Context: an optimization exercise on an open-source flow, tuned for small area, a short achievable clock period and few clock cycles per item. The choices shown serve that exercise and are no tape-out recipe.
Only simulation tests tie the RTL to the original design; equivalence was not proved.
Power is estimated from default activity; no workload was simulated.

Design stereo_biquad, start of the top module:
module stereo_biquad (
    input  wire        clk,
    input  wire        rst,           
    input  wire        cfg_we,
    input  wire [2:0]  cfg_addr,
    input  wire [31:0] cfg_wdata,
    input  wire        in_valid,
    output reg         in_ready,
    input  wire [31:0] in_l,
    input  wire [31:0] in_r,
    output reg         out_valid,
    output wire [31:0] out_l,
    output wire [31:0] out_r
);
    localparam [31:0] B0_RST = 32'h3EF65ADD;
    localparam [31:0] B1_RST = 32'h3F765ADD;
    localparam [31:0] B2_RST = 32'h3EF65ADD;
    localparam [31:0] A1_RST = 32'h3F2C0CB9;
    localparam [31:0] A2_RST = 32'h3E815203;
    reg [31:0] b0, b1, b2, a1, a2;
    always @(posedge clk) begin
        if (rst) begin
            b0 <= B0_RST;
            b1 <= B1_RST;
            b2 <= B2_RST;
            a1 <= A1_RST;
            a2 <= A2_RST;
        end else if (cfg_we) begin
            if (cfg_addr == 3'd0) b0 <= cfg_wdata;
            if (cfg_addr == 3'd1) b1 <= cfg_wdata;
            if (cfg_addr == 3'd2) b2 <= cfg_wdata;
            if (cfg_addr == 3'd3) a1 <= cfg_wdata;
            if (cfg_addr == 3'd4) a2 <= cfg_wdata;
        end
    end
    reg rst_q, clr_q;
    always @(posedge clk) begin
        rst_q <= rst;
        clr_q <= cfg_we && (cfg_addr == 3'd5);
    end
    reg  [18:0] slot;
    wire        start = in_valid && !(|slot[8:0]) && !slot[10] && !rst && !rst_q;
    always @(posedge clk) begin
        if (rst_q) slot <= 19'd0;
        else       slot <= {slot[17:0], start};
        in_ready  <= slot[5] && !rst && !rst_q;
        out_valid <= slot[18] && !rst && !rst_q;
    end
    reg [31:0] xl, xr;
  ...
For scale: ~7,400 cells after synthesis, ~170 I/O pins, about 65,000 um2 of cells after synthesis.
export LEC_CHECK = 0
export CAP_MARGIN = 20
export CORE_MARGIN = 2
export CORE_UTILIZATION = 40
export SLEW_MARGIN = 20
create_clock -name core_clock -period 19.0 [get_ports {clk}]
standard.sh (not shown) runs the stock make flow with config.mk's settings and CLKGATE_MAP_FILE= SYNTH_SCRIPT=/design/flow/synth_recipe.tcl, a recipe that flattens the netlist after the stock synthesis.
==> flow/flow/run.sh <==
#!/bin/bash
# Standard ORFS layout; repair_timing aims for extra setup slack so the
# design runs faster than the fixed clock constraint requires.
set -euo pipefail
bash standard.sh SETUP_SLACK_MARGIN=14 SLEW_MARGIN=60 CAP_MARGIN=60 finish > orfs_make.log 2>&1
The starting point completed with no timing, DRC or antenna violations.
Testbench counts at the start, summed over its fixed seeds: cycles 42,992, items 4,096.
Edit:
==> flow/run.sh (new file) <==
#!/bin/bash
# synth_recipe.tcl (not shown) runs the flow's synth.tcl, then flattens the netlist and writes it again
# the make line also repeats each setting of config.mk as NAME=value (left out here)
make -C /OpenROAD-flow-scripts/flow DESIGN_CONFIG=/design/flow/config.mk WORK_HOME=/design/flow/orfs CLKGATE_MAP_FILE= SYNTH_SCRIPT=/design/flow/synth_recipe.tcl finish
removed: flow/flow/run.sh
removed: flow/standard.sh
Effect:
- total power falls by a few percent
- synthesized area is unchanged
- utilization is lower by 2.8 points
- clock-buffer cell count is lower by 14
- worst setup slack is worse by 2.1 ns
- wire length went down by a few percent
- die area stays the same
- clock power came out higher by a few percent
- cell area went down by a few percent
Edit:
==> flow/flow/run.sh (new file) <==
#!/bin/bash
# Standard ORFS layout; repair_timing aims for extra setup slack so the
# design runs faster than the fixed clock constraint requires.
set -euo pipefail
bash standard.sh SETUP_SLACK_MARGIN=12.5 SLEW_MARGIN=60 CAP_MARGIN=60 finish > orfs_make.log 2>&1
==> flow/standard.sh (new file) <==
#!/bin/bash
# synth_recipe.tcl (not shown) runs the flow's synth.tcl, then flattens the netlist and writes it again
# the make line also repeats each setting of config.mk as NAME=value (left out here)
make -C /OpenROAD-flow-scripts/flow DESIGN_CONFIG=/design/flow/config.mk WORK_HOME=/design/flow/orfs CLKGATE_MAP_FILE= SYNTH_SCRIPT=/design/flow/synth_recipe.tcl "${@:-finish}"
removed: flow/run.sh
- total power rises by 1.8%
- non-clock buffer count rose by 32
- synthesized area stays the same
- final cell count barely changes
- via count stays flat
- final area grows by 1.3%
Edit:
==> flow/run.sh (new file) <==
#!/bin/bash
# synth_recipe.tcl (not shown) runs the flow's synth.tcl, then flattens the netlist and writes it again
# the make line also repeats each setting of config.mk as NAME=value (left out here)
make -C /OpenROAD-flow-scripts/flow DESIGN_CONFIG=/design/flow/config.mk WORK_HOME=/design/flow/orfs CLKGATE_MAP_FILE= SYNTH_SCRIPT=/design/flow/synth_recipe.tcl finish
Settings changed: CAP_MARGIN 20 to 85, SLEW_MARGIN 20 to 85.
removed: flow/flow/run.sh
removed: flow/standard.sh
Effect:
- cell count is higher by 8.2%
- cell area came out higher by 24%
- routed wire length grows by 9.3%
- global-route usage came out higher by 1.6 points
- sequential share of layout area went down by 5.0 points
- worst setup slack loses 5.0 ns
- first-iteration DRC count is higher by 2.5%
- register-to-register slack gets worse by 5.0 ns
- sequential power goes up by about 3%
- synthesized area stays the same
Edit:
Settings changed: CAP_MARGIN 85 to 60, SLEW_MARGIN 85 to 60.
Result:
- The new run finished clean
- setup slack improves by 4.3 ns
- register-to-register slack improves by 4.3 ns
- power went down by about a fifth
- final area went down by about a fifth
- global-route usage went down by 1.6 points
- non-clock buffer count went down by 803
- maximum frequency went up by well over a third
- final cell count went down by a little under a tenth
- clock power went up by a few percent
- routed wire length went down by a little under a tenth
- core utilization went down by 11 points

---

== zinc ==
Another version of the RTL of stereo_biquad (not shown whole).
Size: roughly 7200 cells after synthesis, ~0.064 mm2 of cells after synthesis.
==> flow/config.mk <==
export PLATFORM = sky130hd
export DESIGN_NAME = stereo_biquad
export DESIGN_NICKNAME = stereo_biquad
export VERILOG_FILES = /design/flow/design.v
export SDC_FILE = /design/flow/constraint.sdc
export NUM_CORES = 4
export LEC_CHECK = 0
export CAP_MARGIN = 20
export CORE_MARGIN = 2
export CORE_UTILIZATION = 60
export SLEW_MARGIN = 20
==> flow/constraint.sdc <==
create_clock -name core_clock -period 19.0 [get_ports {clk}]
set_input_delay 3.8000 -clock core_clock [delete_from_list [all_inputs] [get_ports {clk}]]
set_output_delay 3.8000 -clock core_clock [all_outputs]
set_load 0.01 [all_outputs]
==> flow/flow/run.sh <==
#!/bin/bash
# Standard ORFS layout; repair_timing aims for extra setup slack so the
# design runs faster than the fixed clock constraint requires.
set -euo pipefail
bash standard.sh SETUP_SLACK_MARGIN=14 SLEW_MARGIN=20 CAP_MARGIN=20 finish > orfs_make.log 2>&1
Testbench counts of zinc, summed over its fixed seeds: cycles 42,992, items 4,096.
Modified inputs, violet compared to zinc
Settings: a change of CORE_UTILIZATION from 60 to 72.
==> flow/flow/run.sh <==
#!/bin/bash
# Standard ORFS layout; repair_timing aims for extra setup slack so the
# design runs faster than the fixed clock constraint requires.
set -euo pipefail
bash standard.sh SETUP_SLACK_MARGIN=14 SLEW_MARGIN=60 CAP_MARGIN=60 finish > orfs_make.log 2>&1
Power consumption grows by more than 10% when moving from zinc to violet. violet vs zinc: timing-limited maximum frequency down in violet. Compared with zinc, violet shows share of total power in combinational logic higher by 3.9 points. Across both runs, die height was lower for violet than for zinc. Diff zinc -> violet: number of post-CTS setup repair buffers went up 4.9%; multi-input gate share of the layout cell area higher; final design utilization grew by 15 points; final wirelength has increased; total number of nets in the final design roughly the same. Number of multi-input logic gates: violet vs zinc, no meaningful difference. Of zinc and violet, the higher overall global routing resource usage belongs to violet.
The inputs of juniper differ from those of violet as listed below.
Settings: swapping 72 for 60 in CORE_UTILIZATION; putting CTS_BUF_LIST at sky130_fd_sc_hd__clkbuf_16 where nothing was set; putting CTS_CLUSTER_SIZE at 28 where nothing was set; putting CTS_CLUSTER_DIAMETER at 120 where nothing was set.
### Flow results
- juniper completed end to end with timing, DRC and antenna clean.
- On juniper: number of antenna repair diodes is 2 lower than what violet gave.
- juniper ended with less count of clock buffers in the final design than violet.
- Between violet and juniper, the area used by sequential logic in the layout figures differ only marginally.
- Going from violet to juniper, combinational power went down by about 20%, clock share of power went down by 4.2 points.
- juniper against violet: sequential-cell power consumption essentially unchanged; switching share of power dropped 1.0 points.
- Lower clock-cell share of area among violet and juniper: juniper
Modified inputs, raven compared to juniper
Settings: CTS_CLUSTER_SIZE: 28 -> unset; CTS_CLUSTER_DIAMETER: 120 -> unset; CTS_BUF_LIST: sky130_fd_sc_hd__clkbuf_16 -> unset.
### Flow results
- Measured slew at the worst slew-check pin: raven > juniper
- Diff juniper -> raven: power increased about 6%, worst setup slack increased 7.4 ps, global routing usage on met1 increased 0.44 points, proportion of total power due to net switching decreased 1.7 points.

==> re-timing with driven ports <==
Ports are ideal in the flow. The routed layouts listed here were re-timed in OpenROAD. Step 1 (the two cells are an assumption about what drives the block):
set clk [get_ports {clk}]
set_driving_cell -lib_cell sky130_fd_sc_hd__clkbuf_16 $clk
set_driving_cell -lib_cell sky130_fd_sc_hd__buf_2 [delete_from_list [all_inputs] $clk]
Step 2, shift: input delay + t, output delay - t, t = (earliest + latest rising clock arrival at the registers) / 2. This alone moves slack from input paths to output paths. Slacks: no drivers / after step 1 / after step 2; pairs: no drivers / after step 1.
run | t, ns | setup WS [ns] | worst data-port slew with drivers (ns)
the first run of note 1 | 0.800 | 13.829 / 13.820 / 13.361 | 0.11
the second run of note 1 | 0.811 | 11.733 / 11.733 / 11.733 | 0.11
the third run of note 1 | 0.814 | 12.788 / 12.788 / 12.788 | 0.09
the fourth run of note 1 | 0.796 | 7.811 / 7.811 / 7.811 | 0.11
the fifth run of note 1 | 0.818 | 12.150 / 12.150 / 12.150 | 0.10
zinc | 0.777 | 13.925 / 13.845 / 14.036 | 0.11
violet | 0.782 | 13.854 / 13.854 / 13.854 | 0.12
juniper | 0.766 | 13.931 / 13.853 / 14.086 | 0.12
raven | 0.778 | 13.939 / 13.861 / 14.091 | 0.12
After both steps every run listed still meets setup and hold. The setup slack of the first run of note 1, which loses most, moves by -0.009 ns with the drivers and by -0.468 ns with both steps.
